Context: an optimization exercise on an open-source flow, tuned for a short achievable clock period and few clock cycles per item. The choices shown serve that exercise and are no tape-out recipe. The RTL was checked by simulation tests, not by an equivalence proof against the original design.

--- flow/design.v ---
module bbj_engine (
    input  wire        clk,
    input  wire        rst,
    input  wire        frame_start,
    input  wire [1:0]  msg_kind,      
    input  wire [15:0] msg_mask,
    input  wire [15:0] step_budget,   
    output reg  [2:0]  run_state,     
    output reg         frame_done,
    output reg         mem_req,
    output reg         mem_we,
    output reg  [23:0] mem_addr,
    output reg  [7:0]  mem_wdata,
    input  wire        mem_ready,
    input  wire        mem_rvalid,
    input  wire [7:0]  mem_rdata,
    output wire        pix_valid,
    input  wire        pix_ready,
    output wire [23:0] pix_rgb
);
    localparam NI  = 128;             
    localparam NIB = 7;
    localparam ND  = 128;             
    localparam NDB = 7;
    localparam RS_IDLE    = 3'd1;
    localparam RS_RUNNING = 3'd2;
    localparam RS_HALTED  = 3'd4;
    localparam P_IDLE = 3'd0;
    localparam P_HALT = 3'd1;
    localparam P_INJ  = 3'd2;    
    localparam P_SEED = 3'd3;    
    localparam P_STEP = 3'd4;    
    localparam P_VID  = 3'd5;    
    localparam P_PIX  = 3'd6;    
    reg [2:0]  phase;
    reg [15:0] mask;
    reg        inj;               
    reg [1:0]  sq_iss, sq_rcv;    
    reg        vid_iss;           
    reg        rv_q;
    reg [7:0]  rd_q;
    reg        s_v;
    reg        s_we;
    reg [23:0] s_addr;
    reg [7:0]  s_wdata;
    wire       can_put = !s_v;
    reg        va;                
    reg [23:0] pca;
    reg [16:0] steps_a;           
    reg        vb;                
    reg [23:0] srcb, dstb;
    reg        wv;
    reg [23:0] wa;
    reg [7:0]  wd;
    reg [19:0] wa_hm1;            
    reg        wa_hm1_ok;         
    reg [NI-1:0]   iv;
    reg [NIB-1:0]  irr;
    reg [ND-1:0]   dv;
    reg [NDB-1:0]  drr;
    reg        ifill;             
    reg [3:0]  fi_n;              
    reg [3:0]  fi_iss, fi_rcv;
    reg [71:0] fbuf;
    reg        dfill;             
    reg        df_iss;
    wire ifill_commit = ifill && (fi_rcv == fi_n);
    wire dfill_commit = dfill && df_iss && rv_q;
    wire [NI-1:0]    imatch;
    wire [ND-1:0]    dmatch;
    reg  [NI*72-1:0] idat;        
    reg  [ND*8-1:0]  ddat;        
    wire [71:0]      instr;
    wire [7:0]       draw;
    genvar gi, gb;
    generate
        for (gi = 0; gi < NI; gi = gi + 1) begin : g_ic
            reg  [23:0] tag;
            assign imatch[gi] = iv[gi] && (tag == pca);
            wire        eq0  = (tag[23:4] == wa[23:4]);
            wire        eq1  = wa_hm1_ok && (tag[23:4] == wa_hm1);
            wire [5:0]  off  = {1'b0, eq1, wa[3:0]} - {2'b0, tag[3:0]};
            wire        hitw = wv && iv[gi] && (eq0 || eq1) && (off <= 6'd8);
            integer j;
            always @(posedge clk) begin
                if (ifill_commit && irr == gi) begin
                    tag <= pca;
                    idat[gi*72 +: 72] <= fbuf;
                end else if (hitw) begin
                    for (j = 0; j < 9; j = j + 1)
                        if (off[3:0] == j)
                            idat[gi*72 + 71 - 8*j -: 8] <= wd;
                end
            end
        end
        for (gi = 0; gi < ND; gi = gi + 1) begin : g_dc
            reg  [23:0] tag;
            assign dmatch[gi] = dv[gi] && (tag == srcb);
            wire hitw = wv && dv[gi] && (tag == wa);
            always @(posedge clk) begin
                if (dfill_commit && drr == gi) begin
                    tag <= srcb;
                    ddat[gi*8 +: 8] <= rd_q;
                end else if (hitw) begin
                    ddat[gi*8 +: 8] <= wd;
                end
            end
        end
        for (gb = 0; gb < 72; gb = gb + 1) begin : g_ior
            wire [NI-1:0] col;
            for (gi = 0; gi < NI; gi = gi + 1) begin : g_c
                assign col[gi] = idat[gi*72 + gb] & imatch[gi];
            end
            assign instr[gb] = |col;
        end
        for (gb = 0; gb < 8; gb = gb + 1) begin : g_dor
            wire [ND-1:0] col;
            for (gi = 0; gi < ND; gi = gi + 1) begin : g_c
                assign col[gi] = ddat[gi*8 + gb] & dmatch[gi];
            end
            assign draw[gb] = |col;
        end
    endgenerate
    wire       dbyp = wv && (wa == srcb);
    wire       ihit = |imatch;
    wire       dhit = (|dmatch) || dbyp;
    wire [7:0] tb   = dbyp ? wd : draw;
    wire fire = (phase == P_STEP) && vb && dhit && !dfill && can_put;
    wire [24:0] woff = {1'b0, wa} - {1'b0, pca};
    wire        win  = wv && (woff[24:4] == 21'd0) && (woff[3:0] <= 4'd8);
    wire [24:0] poff = {1'b0, dstb} - {1'b0, pca};
    wire        pin  = vb && (poff[24:4] == 21'd0) && (poff[3:0] <= 4'd8);
    reg  [71:0] instr_p;
    integer pj;
    always @(*) begin
        instr_p = instr;
        for (pj = 0; pj < 9; pj = pj + 1) begin
            if (win && woff[3:0] == pj)
                instr_p[71 - 8*pj -: 8] = wd;
            if (pin && poff[3:0] == pj)
                instr_p[71 - 8*pj -: 8] = tb;
        end
    end
    wire amove = (phase == P_STEP) && va && ihit && !ifill && (steps_a != 17'd0)
                 && (!vb || fire);
    wire imiss = (phase == P_STEP) && va && !ihit && !ifill && !vb && (steps_a != 17'd0);
    wire dmiss = (phase == P_STEP) && vb && !dhit && !dfill;
    reg  imiss_q, dmiss_q;
    wire ifill_start = imiss_q && !ifill;
    wire dfill_start = dmiss_q && !dfill;
    reg [15:0] pix_iss;           
    reg        pix_iss_done;
    reg [15:0] pix_taken;
    reg [3:0]  pix_res;           
    reg [7:0]  bank;
    reg [191:0] pf;               
    reg [2:0]  pf_wp, pf_rp;
    reg [3:0]  pf_cnt;
    assign pix_valid = (pf_cnt != 4'd0);
    assign pix_rgb   = pf[pf_rp*24 +: 24];
    wire   pix_take  = pix_valid && pix_ready;
    function [23:0] palette;
        input [7:0] v;
        begin
            case (v)
                8'd0: palette = 24'h000000;
                8'd1: palette = 24'h000033;
                8'd2: palette = 24'h000066;
                8'd3: palette = 24'h000099;
                8'd4: palette = 24'h0000cc;
                8'd5: palette = 24'h0000ff;
                8'd6: palette = 24'h003300;
                8'd7: palette = 24'h003333;
                8'd8: palette = 24'h003366;
                8'd9: palette = 24'h003399;
                8'd10: palette = 24'h0033cc;
                8'd11: palette = 24'h0033ff;
                8'd12: palette = 24'h006600;
                8'd13: palette = 24'h006633;
                8'd14: palette = 24'h006666;
                8'd15: palette = 24'h006699;
                8'd16: palette = 24'h0066cc;
                8'd17: palette = 24'h0066ff;
                8'd18: palette = 24'h009900;
                8'd19: palette = 24'h009933;
                8'd20: palette = 24'h009966;
                8'd21: palette = 24'h009999;
                8'd22: palette = 24'h0099cc;
                8'd23: palette = 24'h0099ff;
                8'd24: palette = 24'h00cc00;
                8'd25: palette = 24'h00cc33;
                8'd26: palette = 24'h00cc66;
                8'd27: palette = 24'h00cc99;
                8'd28: palette = 24'h00cccc;
                8'd29: palette = 24'h00ccff;
                8'd30: palette = 24'h00ff00;
                8'd31: palette = 24'h00ff33;
                8'd32: palette = 24'h00ff66;
                8'd33: palette = 24'h00ff99;
                8'd34: palette = 24'h00ffcc;
                8'd35: palette = 24'h00ffff;
                8'd36: palette = 24'h330000;
                8'd37: palette = 24'h330033;
                8'd38: palette = 24'h330066;
                8'd39: palette = 24'h330099;
                8'd40: palette = 24'h3300cc;
                8'd41: palette = 24'h3300ff;
                8'd42: palette = 24'h333300;
                8'd43: palette = 24'h333333;
                8'd44: palette = 24'h333366;
                8'd45: palette = 24'h333399;
                8'd46: palette = 24'h3333cc;
                8'd47: palette = 24'h3333ff;
                8'd48: palette = 24'h336600;
                8'd49: palette = 24'h336633;
                8'd50: palette = 24'h336666;
                8'd51: palette = 24'h336699;
                8'd52: palette = 24'h3366cc;
                8'd53: palette = 24'h3366ff;
                8'd54: palette = 24'h339900;
                8'd55: palette = 24'h339933;
                8'd56: palette = 24'h339966;
                8'd57: palette = 24'h339999;
                8'd58: palette = 24'h3399cc;
                8'd59: palette = 24'h3399ff;
                8'd60: palette = 24'h33cc00;
                8'd61: palette = 24'h33cc33;
                8'd62: palette = 24'h33cc66;
                8'd63: palette = 24'h33cc99;
                8'd64: palette = 24'h33cccc;
                8'd65: palette = 24'h33ccff;
                8'd66: palette = 24'h33ff00;
                8'd67: palette = 24'h33ff33;
                8'd68: palette = 24'h33ff66;
                8'd69: palette = 24'h33ff99;
                8'd70: palette = 24'h33ffcc;
                8'd71: palette = 24'h33ffff;
                8'd72: palette = 24'h660000;
                8'd73: palette = 24'h660033;
                8'd74: palette = 24'h660066;
                8'd75: palette = 24'h660099;
                8'd76: palette = 24'h6600cc;
                8'd77: palette = 24'h6600ff;
                8'd78: palette = 24'h663300;
                8'd79: palette = 24'h663333;
                8'd80: palette = 24'h663366;
                8'd81: palette = 24'h663399;
                8'd82: palette = 24'h6633cc;
                8'd83: palette = 24'h6633ff;
                8'd84: palette = 24'h666600;
                8'd85: palette = 24'h666633;
                8'd86: palette = 24'h666666;
                8'd87: palette = 24'h666699;
                8'd88: palette = 24'h6666cc;
                8'd89: palette = 24'h6666ff;
                8'd90: palette = 24'h669900;
                8'd91: palette = 24'h669933;
                8'd92: palette = 24'h669966;
                8'd93: palette = 24'h669999;
                8'd94: palette = 24'h6699cc;
                8'd95: palette = 24'h6699ff;
                8'd96: palette = 24'h66cc00;
                8'd97: palette = 24'h66cc33;
                8'd98: palette = 24'h66cc66;
                8'd99: palette = 24'h66cc99;
                8'd100: palette = 24'h66cccc;
                8'd101: palette = 24'h66ccff;
                8'd102: palette = 24'h66ff00;
                8'd103: palette = 24'h66ff33;
                8'd104: palette = 24'h66ff66;
                8'd105: palette = 24'h66ff99;
                8'd106: palette = 24'h66ffcc;
                8'd107: palette = 24'h66ffff;
                8'd108: palette = 24'h990000;
                8'd109: palette = 24'h990033;
                8'd110: palette = 24'h990066;
                8'd111: palette = 24'h990099;
                8'd112: palette = 24'h9900cc;
                8'd113: palette = 24'h9900ff;
                8'd114: palette = 24'h993300;
                8'd115: palette = 24'h993333;
                8'd116: palette = 24'h993366;
                8'd117: palette = 24'h993399;
                8'd118: palette = 24'h9933cc;
                8'd119: palette = 24'h9933ff;
                8'd120: palette = 24'h996600;
                8'd121: palette = 24'h996633;
                8'd122: palette = 24'h996666;
                8'd123: palette = 24'h996699;
                8'd124: palette = 24'h9966cc;
                8'd125: palette = 24'h9966ff;
                8'd126: palette = 24'h999900;
                8'd127: palette = 24'h999933;
                8'd128: palette = 24'h999966;
                8'd129: palette = 24'h999999;
                8'd130: palette = 24'h9999cc;
                8'd131: palette = 24'h9999ff;
                8'd132: palette = 24'h99cc00;
                8'd133: palette = 24'h99cc33;
                8'd134: palette = 24'h99cc66;
                8'd135: palette = 24'h99cc99;
                8'd136: palette = 24'h99cccc;
                8'd137: palette = 24'h99ccff;
                8'd138: palette = 24'h99ff00;
                8'd139: palette = 24'h99ff33;
                8'd140: palette = 24'h99ff66;
                8'd141: palette = 24'h99ff99;
                8'd142: palette = 24'h99ffcc;
                8'd143: palette = 24'h99ffff;
                8'd144: palette = 24'hcc0000;
                8'd145: palette = 24'hcc0033;
                8'd146: palette = 24'hcc0066;
                8'd147: palette = 24'hcc0099;
                8'd148: palette = 24'hcc00cc;
                8'd149: palette = 24'hcc00ff;
                8'd150: palette = 24'hcc3300;
                8'd151: palette = 24'hcc3333;
                8'd152: palette = 24'hcc3366;
                8'd153: palette = 24'hcc3399;
                8'd154: palette = 24'hcc33cc;
                8'd155: palette = 24'hcc33ff;
                8'd156: palette = 24'hcc6600;
                8'd157: palette = 24'hcc6633;
                8'd158: palette = 24'hcc6666;
                8'd159: palette = 24'hcc6699;
                8'd160: palette = 24'hcc66cc;
                8'd161: palette = 24'hcc66ff;
                8'd162: palette = 24'hcc9900;
                8'd163: palette = 24'hcc9933;
                8'd164: palette = 24'hcc9966;
                8'd165: palette = 24'hcc9999;
                8'd166: palette = 24'hcc99cc;
                8'd167: palette = 24'hcc99ff;
                8'd168: palette = 24'hcccc00;
                8'd169: palette = 24'hcccc33;
                8'd170: palette = 24'hcccc66;
                8'd171: palette = 24'hcccc99;
                8'd172: palette = 24'hcccccc;
                8'd173: palette = 24'hccccff;
                8'd174: palette = 24'hccff00;
                8'd175: palette = 24'hccff33;
                8'd176: palette = 24'hccff66;
                8'd177: palette = 24'hccff99;
                8'd178: palette = 24'hccffcc;
                8'd179: palette = 24'hccffff;
                8'd180: palette = 24'hff0000;
                8'd181: palette = 24'hff0033;
                8'd182: palette = 24'hff0066;
                8'd183: palette = 24'hff0099;
                8'd184: palette = 24'hff00cc;
                8'd185: palette = 24'hff00ff;
                8'd186: palette = 24'hff3300;
                8'd187: palette = 24'hff3333;
                8'd188: palette = 24'hff3366;
                8'd189: palette = 24'hff3399;
                8'd190: palette = 24'hff33cc;
                8'd191: palette = 24'hff33ff;
                8'd192: palette = 24'hff6600;
                8'd193: palette = 24'hff6633;
                8'd194: palette = 24'hff6666;
                8'd195: palette = 24'hff6699;
                8'd196: palette = 24'hff66cc;
                8'd197: palette = 24'hff66ff;
                8'd198: palette = 24'hff9900;
                8'd199: palette = 24'hff9933;
                8'd200: palette = 24'hff9966;
                8'd201: palette = 24'hff9999;
                8'd202: palette = 24'hff99cc;
                8'd203: palette = 24'hff99ff;
                8'd204: palette = 24'hffcc00;
                8'd205: palette = 24'hffcc33;
                8'd206: palette = 24'hffcc66;
                8'd207: palette = 24'hffcc99;
                8'd208: palette = 24'hffcccc;
                8'd209: palette = 24'hffccff;
                8'd210: palette = 24'hffff00;
                8'd211: palette = 24'hffff33;
                8'd212: palette = 24'hffff66;
                8'd213: palette = 24'hffff99;
                8'd214: palette = 24'hffffcc;
                8'd215: palette = 24'hffffff;
                8'd216: palette = 24'h000000;
                8'd217: palette = 24'h000000;
                8'd218: palette = 24'h000000;
                8'd219: palette = 24'h000000;
                8'd220: palette = 24'h000000;
                8'd221: palette = 24'h000000;
                8'd222: palette = 24'h000000;
                8'd223: palette = 24'h000000;
                8'd224: palette = 24'h000000;
                8'd225: palette = 24'h000000;
                8'd226: palette = 24'h000000;
                8'd227: palette = 24'h000000;
                8'd228: palette = 24'h000000;
                8'd229: palette = 24'h000000;
                8'd230: palette = 24'h000000;
                8'd231: palette = 24'h000000;
                8'd232: palette = 24'h000000;
                8'd233: palette = 24'h000000;
                8'd234: palette = 24'h000000;
                8'd235: palette = 24'h000000;
                8'd236: palette = 24'h000000;
                8'd237: palette = 24'h000000;
                8'd238: palette = 24'h000000;
                8'd239: palette = 24'h000000;
                8'd240: palette = 24'h000000;
                8'd241: palette = 24'h000000;
                8'd242: palette = 24'h000000;
                8'd243: palette = 24'h000000;
                8'd244: palette = 24'h000000;
                8'd245: palette = 24'h000000;
                8'd246: palette = 24'h000000;
                8'd247: palette = 24'h000000;
                8'd248: palette = 24'h000000;
                8'd249: palette = 24'h000000;
                8'd250: palette = 24'h000000;
                8'd251: palette = 24'h000000;
                8'd252: palette = 24'h000000;
                8'd253: palette = 24'h000000;
                8'd254: palette = 24'h000000;
                8'd255: palette = 24'h000000;
                default: palette = 24'h000000;
            endcase
        end
    endfunction
    wire pix_issue = (phase == P_PIX) && !pix_iss_done && !pix_res[3] && can_put;
    always @(posedge clk) begin
        if (rv_q && phase == P_PIX)
            pf[pf_wp*24 +: 24] <= palette(rd_q);
    end
    wire inj_put  = (phase == P_INJ) && can_put;
    wire seed_put = (phase == P_SEED) && (sq_iss != 2'd3) && can_put;
    wire df_put   = (phase == P_STEP) && dfill && !df_iss && can_put;
    wire if_put   = (phase == P_STEP) && ifill && (fi_iss != fi_n) && can_put;
    wire vid_put  = (phase == P_VID) && !vid_iss && can_put;
    reg        put, put_we;
    reg [23:0] put_addr;
    reg [7:0]  put_wdata;
    always @(*) begin
        put       = 1'b1;
        put_we    = 1'b0;
        put_addr  = {bank, pix_iss};
        put_wdata = tb;
        if (fire) begin
            put_we   = 1'b1;
            put_addr = dstb;
        end else if (inj_put) begin
            put_we    = 1'b1;
            put_addr  = {23'd0, inj};
            put_wdata = inj ? mask[7:0] : mask[15:8];
        end else if (seed_put)
            put_addr = 24'd2 + {22'd0, sq_iss};
        else if (df_put)
            put_addr = srcb;
        else if (if_put)
            put_addr = pca + {20'd0, fi_iss};
        else if (vid_put)
            put_addr = 24'd5;
        else if (!pix_issue)
            put = 1'b0;
    end
    always @(posedge clk) begin
        if (rst) begin
            phase      <= P_IDLE;
            run_state  <= RS_IDLE;
            frame_done <= 1'b0;
            mem_req    <= 1'b0;
            mem_we     <= 1'b0;
            mem_addr   <= 24'd0;
            mem_wdata  <= 8'd0;
            s_v        <= 1'b0;
            s_we       <= 1'b0;
            s_addr     <= 24'd0;
            s_wdata    <= 8'd0;
            mask       <= 16'd0;
            inj        <= 1'b0;
            sq_iss     <= 2'd0;
            sq_rcv     <= 2'd0;
            vid_iss    <= 1'b0;
            va         <= 1'b0;
            pca        <= 24'd0;
            steps_a    <= 17'd0;
            vb         <= 1'b0;
            srcb       <= 24'd0;
            dstb       <= 24'd0;
            wv         <= 1'b0;
            wa         <= 24'd0;
            wd         <= 8'd0;
            wa_hm1     <= 20'd0;
            wa_hm1_ok  <= 1'b0;
            iv         <= {NI{1'b0}};
            dv         <= {ND{1'b0}};
            irr        <= {NIB{1'b0}};
            drr        <= {NDB{1'b0}};
            ifill      <= 1'b0;
            fi_n       <= 4'd0;
            fi_iss     <= 4'd0;
            fi_rcv     <= 4'd0;
            fbuf       <= 72'd0;
            dfill      <= 1'b0;
            df_iss     <= 1'b0;
            pix_iss    <= 16'd0;
            pix_iss_done <= 1'b0;
            pix_taken  <= 16'd0;
            pix_res    <= 4'd0;
            bank       <= 8'd0;
            pf_wp      <= 3'd0;
            pf_rp      <= 3'd0;
            pf_cnt     <= 4'd0;
            rv_q       <= 1'b0;
            rd_q       <= 8'd0;
            imiss_q    <= 1'b0;
            dmiss_q    <= 1'b0;
        end else begin
            frame_done <= 1'b0;
            rv_q       <= mem_rvalid;
            rd_q       <= mem_rdata;
            imiss_q    <= imiss && !ifill_start;
            dmiss_q    <= dmiss && !dfill_start;
            if (!mem_req || mem_ready) begin
                if (s_v) begin
                    mem_req   <= 1'b1;
                    mem_we    <= s_we;
                    mem_addr  <= s_addr;
                    mem_wdata <= s_wdata;
                    s_v       <= 1'b0;
                end else begin
                    mem_req   <= put;
                    mem_we    <= put_we;
                    mem_addr  <= put_addr;
                    mem_wdata <= put_wdata;
                end
            end else if (put) begin
                s_v     <= 1'b1;
                s_we    <= put_we;
                s_addr  <= put_addr;
                s_wdata <= put_wdata;
            end
            wv <= fire;
            wa <= dstb;
            wd <= tb;
            wa_hm1    <= dstb[23:4] - 20'd1;
            wa_hm1_ok <= (dstb[23:4] != 20'd0);
            case (phase)
            P_IDLE: begin
                if (frame_start) begin
                    if (msg_kind == 2'd2) begin
                        phase     <= P_HALT;
                        run_state <= RS_HALTED;
                    end else begin
                        run_state <= RS_RUNNING;
                        mask      <= msg_mask;
                        steps_a   <= (step_budget == 16'd0) ? 17'h10000 : {1'b0, step_budget};
                        inj       <= 1'b0;
                        sq_iss    <= 2'd0;
                        sq_rcv    <= 2'd0;
                        iv        <= {NI{1'b0}};
                        dv        <= {ND{1'b0}};
                        irr       <= {NIB{1'b0}};
                        drr       <= {NDB{1'b0}};
                        va        <= 1'b0;
                        vb        <= 1'b0;
                        ifill     <= 1'b0;
                        dfill     <= 1'b0;
                        phase     <= (msg_kind == 2'd1) ? P_INJ : P_SEED;
                    end
                end
            end
            P_HALT: ;
            P_INJ: begin
                if (inj_put) begin
                    inj <= 1'b1;
                    if (inj)
                        phase <= P_SEED;
                end
            end
            P_SEED: begin
                if (seed_put)
                    sq_iss <= sq_iss + 2'd1;
                if (rv_q) begin
                    pca    <= {pca[15:0], rd_q};
                    sq_rcv <= sq_rcv + 2'd1;
                    if (sq_rcv == 2'd2) begin
                        va    <= 1'b1;
                        phase <= P_STEP;
                    end
                end
            end
            P_STEP: begin
                if (fire) begin
                    vb <= 1'b0;
                    if (steps_a == 17'd0) begin
                        phase   <= P_VID;
                        vid_iss <= 1'b0;
                    end
                end
                if (amove) begin
                    vb      <= 1'b1;
                    srcb    <= instr_p[71:48];
                    dstb    <= instr_p[47:24];
                    pca     <= instr_p[23:0];
                    steps_a <= steps_a - 17'd1;
                end
                if (dfill_start) begin
                    dfill  <= 1'b1;
                    df_iss <= 1'b0;
                end
                if (df_put)
                    df_iss <= 1'b1;
                if (dfill_commit) begin
                    dfill   <= 1'b0;
                    dv[drr] <= 1'b1;
                    drr     <= drr + 1'b1;
                end
                if (ifill_start) begin
                    ifill  <= 1'b1;
                    fi_iss <= 4'd0;
                    fi_rcv <= 4'd0;
                    fbuf   <= 72'd0;
                    fi_n   <= (pca[23:4] == 20'hfffff && pca[3]) ? (4'd0 - pca[3:0]) : 4'd9;
                end
                if (if_put)
                    fi_iss <= fi_iss + 4'd1;
                if (ifill && rv_q) begin
                    fbuf   <= fbuf | ({64'd0, rd_q} << (8 * (4'd8 - fi_rcv)));
                    fi_rcv <= fi_rcv + 4'd1;
                end
                if (ifill_commit) begin
                    ifill   <= 1'b0;
                    iv[irr] <= 1'b1;
                    irr     <= irr + 1'b1;
                end
            end
            P_VID: begin
                if (vid_put)
                    vid_iss <= 1'b1;
                if (rv_q) begin
                    bank         <= rd_q;
                    pix_iss      <= 16'd0;
                    pix_iss_done <= 1'b0;
                    pix_taken    <= 16'd0;
                    pix_res      <= 4'd0;
                    pf_wp        <= 3'd0;
                    pf_rp        <= 3'd0;
                    pf_cnt       <= 4'd0;
                    phase        <= P_PIX;
                end
            end
            P_PIX: begin
                if (pix_issue) begin
                    pix_iss <= pix_iss + 16'd1;
                    if (pix_iss == 16'hffff)
                        pix_iss_done <= 1'b1;
                end
                if (rv_q)
                    pf_wp <= pf_wp + 3'd1;
                if (pix_take) begin
                    pf_rp     <= pf_rp + 3'd1;
                    pix_taken <= pix_taken + 16'd1;
                    if (pix_taken == 16'hffff) begin
                        phase      <= P_IDLE;
                        run_state  <= RS_IDLE;
                        frame_done <= 1'b1;
                    end
                end
                pf_cnt  <= pf_cnt + {3'd0, rv_q} - {3'd0, pix_take};
                pix_res <= pix_res + {3'd0, pix_issue} - {3'd0, pix_take};
            end
            default: phase <= P_IDLE;
            endcase
        end
    end
endmodule
--- flow/run.sh ---
#!/bin/bash
# synth_recipe.tcl (not shown) runs the flow's synth.tcl, then flattens the netlist and writes it again
# the make line also repeats each setting of config.mk as NAME=value (left out here)
make -C /OpenROAD-flow-scripts/flow DESIGN_CONFIG=/design/flow/config.mk WORK_HOME=/design/flow/orfs CLKGATE_MAP_FILE= SYNTH_SCRIPT=/design/flow/synth_recipe.tcl finish
--- flow/config.mk ---
export PLATFORM = sky130hd
export DESIGN_NAME = bbj_engine
export DESIGN_NICKNAME = bbj_engine
export VERILOG_FILES = /design/flow/design.v
export SDC_FILE = /design/flow/constraint.sdc
export NUM_CORES = 4
export LEC_CHECK = 0
export CAP_MARGIN = 20
export CORE_MARGIN = 2
export CORE_UTILIZATION = 50
export PLACE_DENSITY = 0.62
export SETUP_SLACK_MARGIN = 3.5
export SLEW_MARGIN = 20
export TNS_END_PERCENT = 5
--- flow/constraint.sdc ---
create_clock -name core_clock -period 8.0 [get_ports {clk}]
set_input_delay 1.6000 -clock core_clock [delete_from_list [all_inputs] [get_ports {clk}]]
set_output_delay 1.6000 -clock core_clock [all_outputs]
set_load 0.01 [all_outputs]
==> notes.md <==
==> notes.md <==
* Outcome: stopped before the end
* Exit stage: synthesis
* Err: ERROR: TCL interpreter returned an error: Source files actually used in the design:
* Ys Warns at 1
Testbench counts, summed over its fixed seeds: cycles 1,060,776, frames 8.
